This is an optimization exercise on Yosys and OpenROAD, whose aim is small area, not a production implementation. Where RTL was checked, it was by simulation tests only, not by an equivalence proof against the original. The clock input has no modelled driver; a real chip could not lean on it and would need a root buffer or a full tree. Power and IR drop assume default switching activity.

Setup of run E:
// dds_bridge
module dds_bridge (
    input  wire       clk,
    input  wire       rst,           
    input  wire       rx_valid,
    input  wire [7:0] rx_data,
    output wire       rx_ready,      
    output reg        tx_valid,
    output reg  [7:0] tx_data,
    input  wire       tx_ready,
    output wire       dds_rst,
    output wire       io_update,
    output wire [3:0] cs_n,
    output wire       sclk,
    output wire       mosi,
    input  wire       miso
);
export LEC_CHECK = 0
export ABC_AREA = 1
export CAP_MARGIN = 20
export CORE_MARGIN = 2
export CORE_UTILIZATION = 40
export CTS_BUF_LIST = sky130_fd_sc_hd__clkbuf_8
export SLEW_MARGIN = 20
create_clock -name core_clock -period 10.0 [get_ports {clk}]
standard.sh (not shown) runs the stock make flow with config.mk's settings and CLKGATE_MAP_FILE= SYNTH_SCRIPT=/design/flow/synth_recipe.tcl, a recipe that flattens the netlist after the stock synthesis.
==> flow/flow/run.sh <==
#!/bin/bash
# Own layout flow. The standard synthesis (synth_recipe.tcl, ORFS's synth.tcl)
# is run a few times, each with ORFS's ABC area script replaced by a deeper
# one (ABC &deepsyn with a different seed); registers and their names come out
# the same every time, since only the combinational mapping changes. The
# smallest result is kept and the standard layout steps run on it, with 1x
# port buffers and the small clock tree of flow/clock_tree.tcl in place of
# TritonCTS. Every tool's output goes to a log file in this folder.
set -uo pipefail
W=$PWD
N=${NUM_CORES:-4}
RES=results/sky130hd/dds_bridge/base
for k in $(seq 1 "$N"); do
  rm -rf "scripts_$k" "orfs_$k"
  cp -r "$FLOW_HOME/scripts" "scripts_$k"
  sed "s/@SEED@/$((k * 7))/" flow/abc_deep.script > "scripts_$k/abc_area.script"
done
for k in $(seq 1 "$N"); do
  make -C "$FLOW_HOME" DESIGN_CONFIG="$W/config.mk" WORK_HOME="$W/orfs_$k" CLKGATE_MAP_FILE= \
    SYNTH_SCRIPT="$W/synth_recipe.tcl" SCRIPTS_DIR="$W/scripts_$k" ABC_AREA=1 NUM_CORES=1 \
    synth > "synth_$k.log" 2>&1 &
done
wait
best=""; barea=""
for k in $(seq 1 "$N"); do
  f="orfs_$k/reports/sky130hd/dds_bridge/base/synth_stat.txt"
  [[ -f "orfs_$k/$RES/1_synth.odb" && -f "$f" ]] || continue
  a=$(grep "Chip area for module" "$f" | awk '{print $NF}')
  echo "synthesis $k: area $a" | tee -a synth_pick.log
  if [[ -z "$best" ]] || awk -v a="$a" -v b="$barea" 'BEGIN{exit !(a < b)}'; then
    best=$k; barea=$a
  fi
done
if [[ -z "$best" ]]; then
  echo "no synthesis finished; standard flow" | tee -a synth_pick.log
  bash standard.sh finish > standard.log 2>&1
  exit $?
fi
echo "kept synthesis $best ($barea)" | tee -a synth_pick.log
rm -rf orfs
mv "orfs_$best" orfs
bash standard.sh SCRIPTS_DIR="$W/scripts_$best" ABC_AREA=1 \
  "BUFFER_PORTS_ARGS=-buffer_cell sky130_fd_sc_hd__buf_1" \
  PRE_CTS_TCL="$W/flow/clock_tree.tcl" finish > standard.log 2>&1
==> flow/flow/abc_deep.script <==
strash
&get -n
&deepsyn -T 30 -S @SEED@
&put
dch -f
amap
topo
dnsize -c
Other scripts of this flow, unchanged in this note and not shown: flow/flow/clock_tree.tcl
Setup changes, run E to run A
-- flow/flow/run.sh --
<<< run E, line 3
# is run a few times, each with ORFS's ABC area script replaced by a deeper
# one (ABC &deepsyn with a different seed); registers and their names come out
>>> run A, line 3
# is run eight times (four at once), each with ORFS's ABC area script replaced by a deeper
# one (ABC &deepsyn with a different seed, two mapping variants); registers and their names come out
<<< run E, line 11
N=${NUM_CORES:-4}
>>> run A, line 11
N=8
P=${NUM_CORES:-4}
<<< run E, line 16
  sed "s/@SEED@/$((k * 7))/" flow/abc_deep.script > "scripts_$k/abc_area.script"
>>> run A, line 17
  sed "s/@SEED@/$((k * 7 % 101))/" "flow/abc_deep$((k % 2)).script" > "scripts_$k/abc_area.script"
<<< run E, line 19
>>> run A, line 20
  if (( k > P )); then wait -n; fi
==> flow/flow/abc_deep0.script (new file) <==
strash
&get -n
&deepsyn -T 30 -S @SEED@
&put
dch -f
amap
topo
dnsize -c
==> flow/flow/abc_deep1.script (new file) <==
strash
&get -n
&deepsyn -T 30 -S @SEED@
&put
dch -f
amap
strash
dch -f
amap
topo
dnsize -c
removed: flow/flow/abc_deep.script
==> comparison <==
met1 global-route usage ended up 0.62 points lower on run A than on run E.
Going from run E to run A, power consumption grew by a few percent.
Run A -> run E: cell area flat
Run A finished every stage and its layout cleared the timing, design-rule and antenna checks.
Of run A and run E, it is run A that has the higher final critical delay including setup and external delays.
Compared with run E, run A shows a higher vias per cell.
[run A] global placement routability congestion rose 7.5% relative to run E
In every run of this note, the design's own scripts or RTL, not TritonCTS, make the clock network.

========
Another version of the RTL of dds_bridge (not shown whole).
For scale: about 120 flip-flops, roughly 31 I/O pins.
==> flow/config.mk <==
export PLATFORM = sky130hd
export DESIGN_NAME = dds_bridge
export DESIGN_NICKNAME = dds_bridge
export VERILOG_FILES = /design/flow/design.v
export SDC_FILE = /design/flow/constraint.sdc
export NUM_CORES = 4
export LEC_CHECK = 0
export ABC_AREA = 1
export CAP_MARGIN = 20
export CORE_MARGIN = 2
export CORE_UTILIZATION = 40
export CTS_BUF_LIST = sky130_fd_sc_hd__clkbuf_8
export SLEW_MARGIN = 20
==> flow/constraint.sdc <==
create_clock -name core_clock -period 10.0 [get_ports {clk}]
set_input_delay 2.0000 -clock core_clock [delete_from_list [all_inputs] [get_ports {clk}]]
set_output_delay 2.0000 -clock core_clock [all_outputs]
set_load 0.01 [all_outputs]
==> flow/flow/run.sh <==
#!/bin/bash
# Own layout flow. The standard synthesis (synth_recipe.tcl, ORFS's synth.tcl)
# is run eight times (four at once), each with ORFS's ABC area script replaced by a deeper
# one (ABC &deepsyn with a different seed, two mapping variants); registers and their names come out
# the same every time, since only the combinational mapping changes. The
# smallest result is kept and the standard layout steps run on it, with 1x
# port buffers and the small clock tree of flow/clock_tree.tcl in place of
# TritonCTS. Every tool's output goes to a log file in this folder.
set -uo pipefail
W=$PWD
N=8
P=${NUM_CORES:-4}
RES=results/sky130hd/dds_bridge/base
for k in $(seq 1 "$N"); do
  rm -rf "scripts_$k" "orfs_$k"
  cp -r "$FLOW_HOME/scripts" "scripts_$k"
  sed "s/@SEED@/$((k * 7 % 101))/" "flow/abc_deep$((k % 2)).script" > "scripts_$k/abc_area.script"
done
for k in $(seq 1 "$N"); do
  if (( k > P )); then wait -n; fi
  make -C "$FLOW_HOME" DESIGN_CONFIG="$W/config.mk" WORK_HOME="$W/orfs_$k" CLKGATE_MAP_FILE= \
    SYNTH_SCRIPT="$W/synth_recipe.tcl" SCRIPTS_DIR="$W/scripts_$k" ABC_AREA=1 NUM_CORES=1 \
    synth > "synth_$k.log" 2>&1 &
done
wait
best=""; barea=""
for k in $(seq 1 "$N"); do
  f="orfs_$k/reports/sky130hd/dds_bridge/base/synth_stat.txt"
  [[ -f "orfs_$k/$RES/1_synth.odb" && -f "$f" ]] || continue
  a=$(grep "Chip area for module" "$f" | awk '{print $NF}')
  echo "synthesis $k: area $a" | tee -a synth_pick.log
  if [[ -z "$best" ]] || awk -v a="$a" -v b="$barea" 'BEGIN{exit !(a < b)}'; then
    best=$k; barea=$a
  fi
done
if [[ -z "$best" ]]; then
  echo "no synthesis finished; standard flow" | tee -a synth_pick.log
  bash standard.sh finish > standard.log 2>&1
  exit $?
fi
echo "kept synthesis $best ($barea)" | tee -a synth_pick.log
rm -rf orfs
mv "orfs_$best" orfs
bash standard.sh SCRIPTS_DIR="$W/scripts_$best" ABC_AREA=1 \
  "BUFFER_PORTS_ARGS=-buffer_cell sky130_fd_sc_hd__buf_1" \
  PRE_CTS_TCL="$W/flow/clock_tree.tcl" finish > standard.log 2>&1
==> flow/flow/clock_tree.tcl <==
proc my_split {sinks depth axis} {
  if {$depth == 0} { return [list $sinks] }
  set idx [expr {$axis == 0 ? 1 : 2}]
  set sorted [lsort -integer -index $idx $sinks]
  set h [expr {[llength $sorted] / 2}]
  set a [lrange $sorted 0 [expr {$h - 1}]]
  set b [lrange $sorted $h end]
  return [concat [my_split $a [expr {$depth - 1}] [expr {1 - $axis}]] \
                 [my_split $b [expr {$depth - 1}] [expr {1 - $axis}]]]
}
proc my_centre {g} {
  set sx 0; set sy 0
  foreach s $g { set sx [expr {$sx + [lindex $s 1]}]; set sy [expr {$sy + [lindex $s 2]}] }
  return [list [expr {$sx / [llength $g]}] [expr {$sy / [llength $g]}]]
}
proc my_buffer {name master innet c} {
  set block [ord::get_db_block]
  set inst [odb::dbInst_create $block $master "clkbuf_$name"]
  set net [odb::dbNet_create $block "clknet_$name"]
  $net setSigType CLOCK
  [$inst findITerm A] connect $innet
  [$inst findITerm X] connect $net
  $inst setLocation [lindex $c 0] [lindex $c 1]
  $inst setPlacementStatus PLACED
  return $net
}
proc my_clock_tree {leafbuf midbuf depth} {
  set block [ord::get_db_block]
  set db [ord::get_db]
  set clknet [$block findNet clk]
  set sinks {}
  foreach it [$clknet getITerms] {
    set box [[$it getInst] getBBox]
    lappend sinks [list $it [expr {([$box xMin] + [$box xMax]) / 2}] \
                            [expr {([$box yMin] + [$box yMax]) / 2}]]
  }
  set groups [my_split $sinks $depth 0]
  set lm [$db findMaster $leafbuf]
  set mm [$db findMaster $midbuf]
  set nleaf [llength $groups]
  set k 0
  for {set m 0} {$m * 4 < $nleaf} {incr m} {
    set mine [lrange $groups [expr {$m * 4}] [expr {$m * 4 + 3}]]
    if {$nleaf > 4} {
      set all {}
      foreach g $mine { set all [concat $all $g] }
      set drv [my_buffer "mid_$m" $mm $clknet [my_centre $all]]
    } else {
      set drv $clknet
    }
    foreach g $mine {
      set c [my_centre $g]
      foreach s $g { [lindex $s 0] disconnect }
      set net [my_buffer "leaf_$k" $lm $drv $c]
      foreach s $g { [lindex $s 0] connect $net }
      puts "clock leaf $k: [llength $g] sinks at $c"
      incr k
    }
  }
}

# Run from PRE_CTS_TCL: build the tree now and make the flow's own
# clock_tree_synthesis call only switch the clock to propagated timing.
my_clock_tree sky130_fd_sc_hd__clkbuf_8 sky130_fd_sc_hd__clkbuf_8 3
proc clock_tree_synthesis {args} {
  puts "clock tree already built by clock_tree.tcl"
  set_propagated_clock [all_clocks]
}
Other scripts of this flow, unchanged in this note and not shown: flow/flow/abc_deep0.script, flow/flow/abc_deep1.script
The first run completed without violations.
Rerun with:
--- a/flow/flow/clock_tree.tcl
+++ b/flow/flow/clock_tree.tcl
@@ -2,2 +2,5 @@
   if {$depth == 0} { return [list $sinks] }
+  set xs [lsort -integer [lmap s $sinks {lindex $s 1}]]
+  set ys [lsort -integer [lmap s $sinks {lindex $s 2}]]
+  set axis [expr {[lindex $xs end] - [lindex $xs 0] >= [lindex $ys end] - [lindex $ys 0] ? 0 : 1}]
   set idx [expr {$axis == 0 ? 1 : 2}]
@@ -26,3 +29,23 @@
 }
+proc my_upsize_leaves {bigbuf limit} {
+  set_propagated_clock [all_clocks]
+  estimate_parasitics -placement
+  set m [[ord::get_db] findMaster $bigbuf]
+  set block [ord::get_db_block]
+  foreach name $::my_leaves {
+    set worst 0
+    foreach pin [get_pins -of_objects [get_nets "clknet_[string range $name 7 end]"] -filter "direction==input"] {
+      foreach p {slew_max_rise slew_max_fall} {
+        set v [get_property $pin $p]
+        if {$v > $worst} { set worst $v }
+      }
+    }
+    if {$worst > $limit} {
+      [$block findInst $name] swapMaster $m
+      puts "clock leaf $name: slew [format %.3f $worst] ns, now $bigbuf"
+    }
+  }
+}
 proc my_clock_tree {leafbuf midbuf depth} {
+  set ::my_leaves {}
   set block [ord::get_db_block]
@@ -56,2 +79,3 @@
       puts "clock leaf $k: [llength $g] sinks at $c"
+      lappend ::my_leaves "clkbuf_leaf_$k"
       incr k
@@ -64,2 +88,3 @@
 my_clock_tree sky130_fd_sc_hd__clkbuf_8 sky130_fd_sc_hd__clkbuf_8 3
+my_upsize_leaves sky130_fd_sc_hd__clkbuf_16 0.095
 proc clock_tree_synthesis {args} {
Effect:
- The new run produced a clean layout
- worst setup slack gains 0.0085 ns
- via count hardly moves
- sequential share of layout area falls by 0.22 points
- die area stays the same
- wire length falls by 0.58%
- total power rises by 3.0%
- clock skew is about the same
- maximum frequency hardly moves
- sequential power barely changes
- first-iteration DRC count falls by 22%
- clock power rises by 10%
No run of this note takes its clock network from TritonCTS; it comes from the design's own scripts or RTL.

========
## alpha
dds_bridge, a different RTL version from the one above (not shown whole).
Size: about 960 cells after synthesis, roughly 31 I/O pins, ~0.0086 mm² of cells after synthesis.
make LEC_CHECK=0 CAP_MARGIN=20 CORE_MARGIN=2 CORE_UTILIZATION=40 CTS_BUF_LIST=sky130_fd_sc_hd__clkbuf_8 CTS_CLUSTER_DIAMETER=60 CTS_CLUSTER_SIZE=30 SLEW_MARGIN=20 finish   # period 10.0 ns
run.sh (not shown) runs the stock make flow with config.mk's settings and CLKGATE_MAP_FILE= SYNTH_SCRIPT=/design/flow/synth_recipe.tcl, a recipe that flattens the netlist after the stock synthesis.
Stock flow here: none of the scripts above is used.
[inputs] beta vs alpha
diff --git a/flow/config.mk b/flow/config.mk
--- a/flow/config.mk
+++ b/flow/config.mk
@@ -8 +8 @@
-export CAP_MARGIN = 20
+export CAP_MARGIN = 0
@@ -11,4 +11,2 @@
-export CTS_BUF_LIST = sky130_fd_sc_hd__clkbuf_8
-export CTS_CLUSTER_DIAMETER = 60
-export CTS_CLUSTER_SIZE = 30
-export SLEW_MARGIN = 20
+export CTS_BUF_LIST = sky130_fd_sc_hd__clkbuf_4 sky130_fd_sc_hd__clkbuf_8
+export SLEW_MARGIN = 0
==> results.txt <==
The final layout from beta, which completed every stage, passed the timing, design-rule and antenna checks at the end of the flow.
beta -> alpha: worst hold path stage count delta 0, exact match
Number of vias per cell after detailed routing came out exactly the same in alpha and beta.
Reported for alpha and beta, via count of the first global-routing pass turned out identical to the last digit.
On critical path depth, alpha and beta are neck and neck.
From beta to alpha, layout overhead on the synthesized area did not move at all.
Reported for alpha and beta, worst-case setup margin in the final layout turned out identical to the last digit.
Initial antenna violation count of alpha is on par with beta.
No functional check of the RTL was part of any run of this note.

afterwards: timing with drivers on the ports:
How much do the figures lean on ideal ports? The routed layouts below were timed once more, with nothing changed but the port constraints. Step 1: set_driving_cell puts a clkbuf_16 on clk and a buf_2 on each other input, an assumption about the parent block. Step 2 also shifts input and output timing later by t, the mid clock arrival at the registers, as if the neighbouring blocks saw the same clock. a / b / c = ideal ports / drivers / drivers and shift; a / b = the first two.
| run | t, ns | setup WS [ns] | pins driven straight from the clock port |
|---|---|---|---|
| run E | 0.360 | 3.893 / 3.846 / 3.596 | 2 |
| run A | 0.361 | 3.640 / 3.594 / 3.387 | 2 |
| the first run of note 2 | 0.368 | 2.046 / 2.001 / 2.370 | 2 |
| the second run of note 2 | 0.365 | 2.054 / 2.010 / 2.375 | 2 |
| alpha | 0.477 | 4.139 / 4.099 / 4.407 | 1 |
| beta | 0.477 | 4.139 / 4.099 / 4.407 | 1 |
After both steps every run listed still meets setup and hold. For run E, which loses most, drivers alone change the setup slack by -0.047 ns; drivers and shift together by -0.297 ns.
